This is an optimization exercise on Yosys and OpenROAD, whose aim is small area, a short achievable clock period and few clock cycles per item, not a production implementation.
In this exercise RTL edits were held to simulation tests only and were not proved equivalent to the original.
Power figures rest on the tool's default switching activity, not on a simulated workload.

## flow/run.sh

```bash
#!/bin/bash
set -euo pipefail
export SETUP_SLACK_MARGIN=5.5
bash standard.sh > standard.log 2>&1
```

## standard.sh

```bash
#!/bin/bash
# synth_recipe.tcl (not shown) runs the flow's synth.tcl, then flattens the netlist and writes it again
# the make line also repeats each setting of config.mk as NAME=value (left out here)
make -C /OpenROAD-flow-scripts/flow DESIGN_CONFIG=/design/flow/config.mk WORK_HOME=/design/flow/orfs CLKGATE_MAP_FILE= SYNTH_SCRIPT=/design/flow/synth_recipe.tcl "${@:-finish}"
```

## config.mk

```make
export PLATFORM = sky130hd
export DESIGN_NAME = lbv1_xu
export DESIGN_NICKNAME = lbv1_xu
export VERILOG_FILES = /design/flow/design.v
export SDC_FILE = /design/flow/constraint.sdc
export NUM_CORES = 4
export LEC_CHECK = 0
export CAP_MARGIN = 20
export CORE_MARGIN = 2
export CORE_UTILIZATION = 50
export SLEW_MARGIN = 20
```

## constraint.sdc

```tcl
create_clock -name core_clock -period 10.0 [get_ports {clk}]
set_input_delay 2.0000 -clock core_clock [delete_from_list [all_inputs] [get_ports {clk}]]
set_output_delay 2.0000 -clock core_clock [all_outputs]
set_load 0.01 [all_outputs]
```

## design.v

```verilog
module lbv1_xu (
    input  wire         clk,
    input  wire         rst,
    input  wire         start,
    input  wire [3:0]   op,
    input  wire [3:0]   a_len,
    input  wire [63:0]  a_val,
    input  wire [3:0]   b_len,
    input  wire [63:0]  b_val,
    output wire         busy,
    output wire         done,
    output wire [3:0]   r_len,
    output wire [63:0]  r_val,
    output wire         ovf,
    output wire         dbz
);
    localparam [3:0] OP_ADD = 4'd0,  OP_SUB = 4'd1,  OP_NEG = 4'd2,  OP_MUL = 4'd3,
                     OP_DIV = 4'd4,  OP_REM = 4'd5,  OP_INC = 4'd6,  OP_DEC = 4'd7,
                     OP_AND = 4'd8,  OP_OR  = 4'd9,  OP_XOR = 4'd10, OP_NOT = 4'd11,
                     OP_SHL = 4'd12, OP_SHR = 4'd13;
    reg         st_exec, st_mul, st_dala, st_div, st_fix;
    reg         done_q;
    reg         c_xr, c_xa;  
    reg         c_y1;        
    reg         c_y2;
    reg         c_yinv;      
    reg         c_cin;       
    reg         f_div;       
    reg         f_aovf;      
    reg         f_shift, f_shr;
    reg         f_logic, f_and, f_or;    
    reg [3:0]   rl_q;        
    reg [65:0]  r_q;
    reg [63:0]  a_q;
    reg [64:0]  b_q;
    reg [6:0]   lza_q, lzb_q;
    reg [5:0]   cnt_q;
    reg         dlast_q;     
    reg         mlast_q;     
    reg [3:0]   out_rl;
    reg [7:0]   out_m8;      
    reg         out_aovf;    
    reg         out_mgt;     
    reg         out_meq;     
    reg         out_dbz;
    integer i;
    reg [63:0] mask_r;
    always @(*) begin
        for (i = 0; i < 8; i = i + 1)
            mask_r[8*i +: 8] = {8{out_m8[i]}};
    end
    wire r_hi  = (|r_q[65:64]) || (|(r_q[63:0] & ~mask_r));
    wire r_bit = r_q[{out_rl, 3'b000}];      
    wire d_dbz = lzb_q[6];
    wire d_q0  = lza_q > lzb_q;
    wire d_go  = !d_dbz && !d_q0;
    assign busy  = (st_mul & !mlast_q) | (st_dala & d_go) | (st_div & !(dlast_q & f_div));
    assign done  = done_q;
    assign r_len = out_rl;
    assign r_val = r_q[63:0] & mask_r;
    assign ovf   = (out_aovf & r_hi) | out_mgt | (out_meq & r_bit);
    assign dbz   = out_dbz;
    wire working = st_exec | st_mul | st_dala | st_div | st_fix;
    wire fin     = working & !busy;              
    wire accept  = start & !busy;
    function [6:0] clz64(input [63:0] x);
        reg [31:0] z2, c2;
        reg [15:0] z4; reg [31:0] c4;
        reg [7:0]  z8; reg [23:0] c8;
        reg [3:0]  z16; reg [15:0] c16;
        reg [1:0]  z32; reg [9:0] c32;
        integer k;
        begin
            for (k = 0; k < 32; k = k + 1) begin
                z2[k] = ~x[2*k+1] & ~x[2*k];
                c2[k] = ~x[2*k+1];
            end
            for (k = 0; k < 16; k = k + 1) begin
                z4[k] = z2[2*k+1] & z2[2*k];
                c4[2*k +: 2] = z2[2*k+1] ? {1'b1, c2[2*k]} : {1'b0, c2[2*k+1]};
            end
            for (k = 0; k < 8; k = k + 1) begin
                z8[k] = z4[2*k+1] & z4[2*k];
                c8[3*k +: 3] = z4[2*k+1] ? {1'b1, c4[4*k +: 2]} : {1'b0, c4[4*k+2 +: 2]};
            end
            for (k = 0; k < 4; k = k + 1) begin
                z16[k] = z8[2*k+1] & z8[2*k];
                c16[4*k +: 4] = z8[2*k+1] ? {1'b1, c8[6*k +: 3]} : {1'b0, c8[6*k+3 +: 3]};
            end
            for (k = 0; k < 2; k = k + 1) begin
                z32[k] = z16[2*k+1] & z16[2*k];
                c32[5*k +: 5] = z16[2*k+1] ? {1'b1, c16[8*k +: 4]} : {1'b0, c16[8*k+4 +: 4]};
            end
            clz64 = (z32[1] & z32[0]) ? 7'd64 :
                    (z32[1] ? {2'b01, c32[0 +: 5]} : {2'b00, c32[5 +: 5]});
        end
    endfunction
    wire [3:0]  in_w     = (a_len > b_len) ? a_len : b_len;
    wire        in_shift = (op == OP_SHL) || (op == OP_SHR);
    wire        in_lop   = (op == OP_NEG) || (op == OP_INC) || (op == OP_DEC) ||
                           (op == OP_NOT) || in_shift;
    wire        in_mul   = (op == OP_MUL);
    wire        in_div   = (op == OP_DIV) || (op == OP_REM);
    wire        in_logic = (op == OP_AND) || (op == OP_OR) || (op == OP_XOR);
    wire        in_swap  = (in_mul && (b_len < a_len)) || in_shift ||
                           (op == OP_NEG) || (op == OP_NOT);
    wire [63:0] in_a     = in_swap ? b_val : a_val;
    wire [63:0] in_b     = in_swap ? a_val : b_val;
    wire [6:0]  in_lza   = clz64(a_val);
    wire [6:0]  in_lzb   = clz64(b_val);
    wire [65:0] cx = (r_q & {66{c_xr}}) | {2'b00, a_q & {64{c_xa}}};
    wire [65:0] cy = (({1'b0, b_q} & {66{c_y1}}) | ({b_q, 1'b0} & {66{c_y2}})) ^ {66{c_yinv}};
    wire [65:0] sum = cx + cy + {65'd0, c_cin};
    wire [63:0] lg = f_and ? (a_q & b_q[63:0]) :
                     f_or  ? (a_q | b_q[63:0]) : (a_q ^ b_q[63:0]);
    wire [5:0]  d_s    = lzb_q[5:0] - lza_q[5:0];
    wire [5:0]  rt_amt = st_dala ? d_s : (f_shr ? (6'd0 - a_q[5:0]) : a_q[5:0]);
    reg  [63:0] rt_out;
    always @(*) begin
        rt_out = b_q[63:0];
        for (i = 0; i < 6; i = i + 1)
            if (rt_amt[i]) rt_out = (rt_out << (1 << i)) | (rt_out >> (64 - (1 << i)));
    end
    reg  [63:0] keep_shl;    
    reg  [63:0] keep_shr;    
    always @(*) begin
        for (i = 0; i < 64; i = i + 1) begin
            keep_shl[i] = (i >= a_q[5:0]);
            keep_shr[i] = ((63 - i) >= a_q[5:0]);
        end
    end
    wire        sh_big = f_shr ? (|a_q[63:6])
                               : ((|a_q[63:7]) || (a_q[6:0] >= {rl_q, 3'b000}));
    wire [63:0] sh_res = rt_out & (f_shr ? keep_shr : keep_shl) & {64{!sh_big}};
    function [2:0] booth(input m1, input m0, input mb);    
        booth = {m0 ^ mb, (m1 & !m0 & !mb) | (!m1 & m0 & mb), m1 & !(m0 & mb)};
    endfunction
    wire [2:0]  bd_in   = booth(in_a[1], in_a[0], 1'b0);       
    wire [2:0]  bd_next = booth(a_q[3], a_q[2], a_q[1]);       
    wire [63:0] a_rest  = a_q >> 2;
    wire [7:0]  m_bits  = 8'd128 - {1'b0, lza_q} - {1'b0, lzb_q};
    wire [7:0]  m_lim   = {1'b0, rl_q, 3'b000} + 8'd1;
    wire        d_neg  = sum[64];                
    wire [63:0] d_quo  = {a_q[62:0], !d_neg};
    always @(posedge clk) begin
        if (st_exec && f_shift)
            r_q <= {2'b00, sh_res};
        else if (st_exec && f_logic)
            r_q <= {2'b00, lg};
        else if (st_dala && f_div && !d_go)
            r_q <= 66'd0;                
        else if (st_div && dlast_q && f_div)
            r_q <= {2'b00, d_quo};
        else
            r_q <= sum;
    end
    always @(posedge clk) begin
        if (accept)
            a_q <= in_a;
        else if (st_dala)
            a_q <= 64'd0;                
        else if (st_div)
            a_q <= d_quo;
        else
            a_q <= a_rest;               
    end
    always @(posedge clk) begin
        if (accept)
            b_q <= {1'b0, in_b};
        else if (st_dala)
            b_q <= {1'b0, rt_out};       
        else if (st_div)
            b_q <= dlast_q ? b_q : (b_q >> 1);
        else
            b_q <= b_q << 2;             
    end
    wire        div_cont = st_div && !dlast_q;
    reg         yinv_other, cin_other;
    always @(*) begin
        yinv_other = c_yinv;
        cin_other  = c_cin;
        if (accept) begin
            yinv_other = in_mul ? bd_in[0] :
                         ((op == OP_SUB) || (op == OP_DEC) || (op == OP_NEG) || (op == OP_NOT));
            cin_other  = in_mul ? bd_in[0] :
                         ((op == OP_SUB) || (op == OP_NEG) || (op == OP_INC));
        end else if (st_mul) begin
            yinv_other = bd_next[0];
            cin_other  = bd_next[0];
        end else if (st_dala) begin
            yinv_other = 1'b1;
            cin_other  = 1'b1;
        end else if (st_div) begin
            yinv_other = 1'b0;
            cin_other  = 1'b0;
        end
    end
    always @(posedge clk) begin
        c_yinv <= div_cont ? !d_neg : yinv_other;
        c_cin  <= div_cont ? !d_neg : cin_other;
    end
    always @(posedge clk) begin
        if (rst) begin
            done_q <= 1'b0;
        end else begin
            done_q <= fin;
            if (fin) begin
                out_rl   <= rl_q;
                for (i = 0; i < 8; i = i + 1)
                    out_m8[i] <= (rl_q > i);
                out_aovf <= f_aovf;
                out_mgt  <= st_mul && (m_bits > m_lim);
                out_meq  <= st_mul && (m_bits == m_lim);
                out_dbz  <= st_dala & d_dbz;
            end
        end
    end
    always @(posedge clk) begin
        if (rst) begin
            st_exec <= 1'b0;
            st_mul  <= 1'b0;
            st_dala <= 1'b0;
            st_div  <= 1'b0;
            st_fix  <= 1'b0;
        end else if (accept) begin
            rl_q    <= in_lop ? a_len : in_w;
            lza_q   <= in_lza;
            lzb_q   <= in_lzb;
            mlast_q <= (in_a[63:1] == 63'd0);
            f_div   <= (op == OP_DIV);
            f_aovf  <= (op == OP_ADD) || (op == OP_INC);
            f_shift <= in_shift;
            f_shr   <= (op == OP_SHR);
            f_logic <= in_logic;
            f_and   <= (op == OP_AND);
            f_or    <= (op == OP_OR);
            c_xr    <= 1'b0;
            c_xa    <= !in_mul && (op != OP_NEG) && (op != OP_NOT);
            c_y1    <= in_mul ? bd_in[2] :
                       ((op == OP_ADD) || (op == OP_SUB) || (op == OP_NEG) || (op == OP_NOT));
            c_y2    <= in_mul && bd_in[1];
            st_exec <= !(in_mul || in_div);
            st_mul  <= in_mul;
            st_dala <= in_div;
            st_div  <= 1'b0;
            st_fix  <= 1'b0;
        end else begin
            if (fin) begin
                st_exec <= 1'b0;
                st_mul  <= 1'b0;
                st_dala <= 1'b0;
                st_div  <= 1'b0;
                st_fix  <= 1'b0;
            end
            if (st_mul) begin
                c_xr    <= 1'b1;
                c_y1    <= bd_next[2];
                c_y2    <= bd_next[1];
                mlast_q <= (a_q[63:3] == 61'd0);
            end
            if (st_dala && d_go) begin
                cnt_q   <= d_s;
                dlast_q <= (d_s == 6'd0);
                c_xr    <= 1'b1;
                c_xa    <= 1'b0;
                c_y1    <= 1'b1;
                st_dala <= 1'b0;
                st_div  <= 1'b1;
            end
            if (st_div) begin
                cnt_q   <= cnt_q - 6'd1;
                dlast_q <= (cnt_q == 6'd1);
                if (dlast_q && !f_div) begin
                    c_y1   <= d_neg;
                    st_div <= 1'b0;
                    st_fix <= 1'b1;
                end
            end
        end
    end
endmodule
```

==> notes.md <==
* Status: complete, no violations
* Clock Skew at approximately 0.04 ns
* Most common cell after layout, fill and taps aside: mux2i_1
* Critical Path Sink Type: register
* Yosys warns at 1
* Highest clock rate at 208.8 MHz
* Power per Cell Area at 227.5 nW/µm²
* Initial antenna violation count at 15
* Post-DR wirelength/cell at 32.48 µm
* Total power at 8.577 mW
* Finished Layout Cells at 5132
* Max Transition Viols Final at 0
* Die width at 258.9 µm
* CTS Root Cell: clkbuf_16
* CP max FO at 36
* Sink Count at roughly 260
* R2R depth at 10
* TritonRoute pass-1 iters at 7
* Setup_tns at 0 ns
* Synth unique cells at 93
* Global route overflow at 0
* End of the critical path: r_q[47]$_DFF_P_
* Hold Crit Class: register to register
* Vias at approximately 36000
* RSZ-0062 raised after global routing: true
* R2R Path Start: a_q[45]$_DFF_P_
* Seq/Total Area, Yosys at 19.45%
* # IOs at about 220
* Register bit total from synthesis at 256
* Flop-to-flop setup slack at 5.21 ns
* CTS tree: done
* Final hold vios at 0
* CTS H-tree depth at 2
* Worst slew margin at 31.27%
* Final setup fails at 0
* Post-route ant nets at 0
* Drt drc at 0
* Clock latency (worst-skew pair) at 0.59 ns
* WL final at 166.7 mm
* Mapped Area at 32470 µm²
* Gpl congestion at 1.106
* Crit path from: a_q[45]$_DFF_P_
* Hold_ws at roughly 0.44 ns
* Synth area leaders: mux2i_1, edfxtp_1, ha_1, dfxtp_1, a21oi_1
* Asr flop ratio synth at 0%
* Starting Density at approximately 50%
* Post-synthesis cell count at 4155
* Worst reg2reg endpoint: r_q[47]$_DFF_P_
* Layout overhead on the synthesized area at 16.10%
* Post-Syn Nets at 4539
* Gr usage total at 47.31%
* Nets at 4619
* Final period util at 47.90%
* Post-synth top area cell: mux2i_1
* Core Region at 64350 µm²
* Total CTS buffers at 36
* HPWL Detailed at 126.4 mm
* Most frequent cells in the layout: mux2i_1, nand2_1, a21oi_1
* Placed cells at 4991
* Setup crit start kind: register
* Die Span Y at 258.9 µm
* DIE AREA at 67000 µm²
* Input/output buffers at 214
* Vias in the first global route at 32470
* Largest net degree at the start of global routing at approximately 120
* Top FF cell, synth: dfxtp_1
* Critical path type: register to register
* Bufs on Longest Clock Path at 3
* Worst slew pin tran at about 1.0 ns
* Avg Inst Size Synth at between 7 and 8 µm²
* Final min period at 4.790 ns
* Share of cells above drive strength 1 at under 10%
* Number of max-cap violations at 0
* CP arrival at 5.26 ns
* Rows at 93
* DRT iter0 DRCs at 6049
* Post-synth EDFFs at 119
* Leakage at 15.31 nW
* Drt via density at 6.993
* Largest vdd supply drop at roughly 0.00013 V
* Clock slew at reported path FFs at roughly 0.060 ns
* Worst Path Required at around 10 ns
* Global-route wire length before repair at 231.4 mm
* Yosys top cell area share at 16.43%
-- per-layer routing --
metal | track usage [%] | part of all wire (%) | vias to the layer above
li1 | - | - | 15515
met3 | 18.06 | 16 | 472
met4 | 25.32 | 6.8 | 10
met5 | 0 | 0.070 | -
met1 | 64.62 | 39 | 17051
met2 | 63.47 | 38 | 2842
-- sequential cells by signal, summed over array words and instances (netlist names), 4 cells and up --
signal,count
lza_q,7
cnt_q,6
lzb_q,7
out_m8,8
a_q,64
b_q,65
rl_q,4
out_rl,4
r_q,66
-- repair_timing --
action | CTS | global route
endpoints found under the setup margin | 230 | 193
pin swaps | 13 | 10
hold buffers | 0 | 0
setup buffers | 20 | 28
gates cloned | 5 | 8
hold endpoints to repair | 0 | 0
gates resized for setup | 110 | 95
-- worst min-delay path by stage --
stage	from	end	slack [ns]	cells past startpoint
6_report	rl_q[2]$_DFFE_PP_	out_rl[2]$_DFFE_PP_	0.44	0
5_1_grt	rl_q[1]$_DFFE_PP_	out_rl[1]$_DFFE_PP_	0.46	0
4_1_cts	rl_q[2]$_DFFE_PP_	out_rl[2]$_DFFE_PP_	0.45	0
3_5_place_dp	rl_q[2]$_DFFE_PP_	out_rl[2]$_DFFE_PP_	0.43	0
3_3_place_gp	rl_q[1]$_DFFE_PP_	out_rl[1]$_DFFE_PP_	0.43	0
2_1_floorplan	f_aovf$_DFFE_PP_	out_aovf$_DFFE_PP_	0.40	0
-- final cells by class --
cell class                 count  area (µm²)
clock inverter                17       201.4
multi-input combinational   3329       24400
fill                        6122       26650
timing repair inverter         1       5.005
antenna                       14       35.03
tap                          855        1070
clock buffer                  49        1002
inverter                     254       979.7
timing repair buffer         357        3685
sequential                   256        6325
-- cell usage after synthesis, types with 37 or more instances --
| library cell | instances |
|---|---|
| nand3_1 | 99 |
| o21bai_1 | 40 |
| a22oi_1 | 80 |
| dfxtp_1 | 137 |
| mux2i_1 | 533 |
| nand2_1 | 328 |
| nor3_1 | 80 |
| mux2_2 | 37 |
| clkbuf_1 | 196 |
| nor2_1 | 304 |
| inv_1 | 248 |
| buf_1 | 40 |
| and2_1 | 80 |
| xnor2_1 | 103 |
| o21ai_0 | 319 |
| o211ai_1 | 63 |
| a21oi_1 | 327 |
| ha_1 | 237 |
| a211oi_1 | 55 |
| a22o_1 | 69 |
| edfxtp_1 | 119 |
| nor4_1 | 60 |
| a21o_1 | 44 |
-- metrics by stage --
step | area (µm²) | util [%] | setup slack, ns
after floorplan | 32480 | - | 5.572
after global placement | 34940 | 54.30 | 4.410
after detailed placement | 34940 | 54.30 | 4.365
after CTS | 36910 | 57.36 | 5.229
after global routing | 37670 | 58.54 | 5.166
final | 37700 | 58.59 | 5.210
-- worst max-delay path, cell delays in order (launching register included) --
cell	delay [ns]
dfxtp_1	0.46
nor4_1	0.48
nand4_1	0.15
nor3_1	0.65
nand4_1	0.59
nor4_4	0.42
buf_4	0.48
nand2_1	0.23
a21oi_1	0.65
a22oi_1	0.33
o21ai_0	0.19
-- power by group --
| part | internal [mW] | switching (mW) | leakage (nW) |
|---|---|---|---|
| Sequential | 1.34 | 0.474 | 2.35 |
| Clock | 0.809 | 0.564 | 0.583 |
| Combinational | 2.01 | 3.37 | 12.4 |
| Total | 4.17 | 4.41 | 15.3 |
-- cells by family (layout without fill, tap and decap cells) --
family | Yosys count | count (layout) | synth area share (%)
adders and majority gates | 241 | 241 | 9.378
buffers and inverters | 571 | 678 | 7.517
xor gates and xnor gates | 132 | 132 | 3.560
other | 0 | 14 | 0
and+or+nand+nor | 1112 | 1112 | 16.12
AOI/OAI and AO/OA | 1255 | 1256 | 25.04
DFF | 256 | 256 | 19.45
muxes | 588 | 588 | 18.94
Testbench counts, summed over its fixed seeds: cycles 9,710, items 2,400.

-- separate check: timing with driven ports --
In the flow no input, the clock included, has a driving cell. The finished layout below was timed again as built, in two steps.
Step 1 sets driving cells, clkbuf_16 on the clock port and buf_2 on the other inputs (assumed; they add their load-dependent delay and slew).
Step 2 adds t to the input delays and takes it off the output delays; t is the mean of the earliest and latest rising clock arrival at the registers after step 1. Input paths then give back, and output paths get back, about the clock's delay inside the block.
a / b / c = ideal / step 1 / step 2; a / b = the first two.
t, ns: 0.630
setup WS [ns]: 5.210 / 5.183 / 4.890
worst setup path at the end: input to register
slew at the worst register clock pin (ns): 0.07 / 0.07
After both steps setup and hold are still met in this run. The setup slack of this run moves by -0.027 ns with the drivers and by -0.320 ns with both steps.
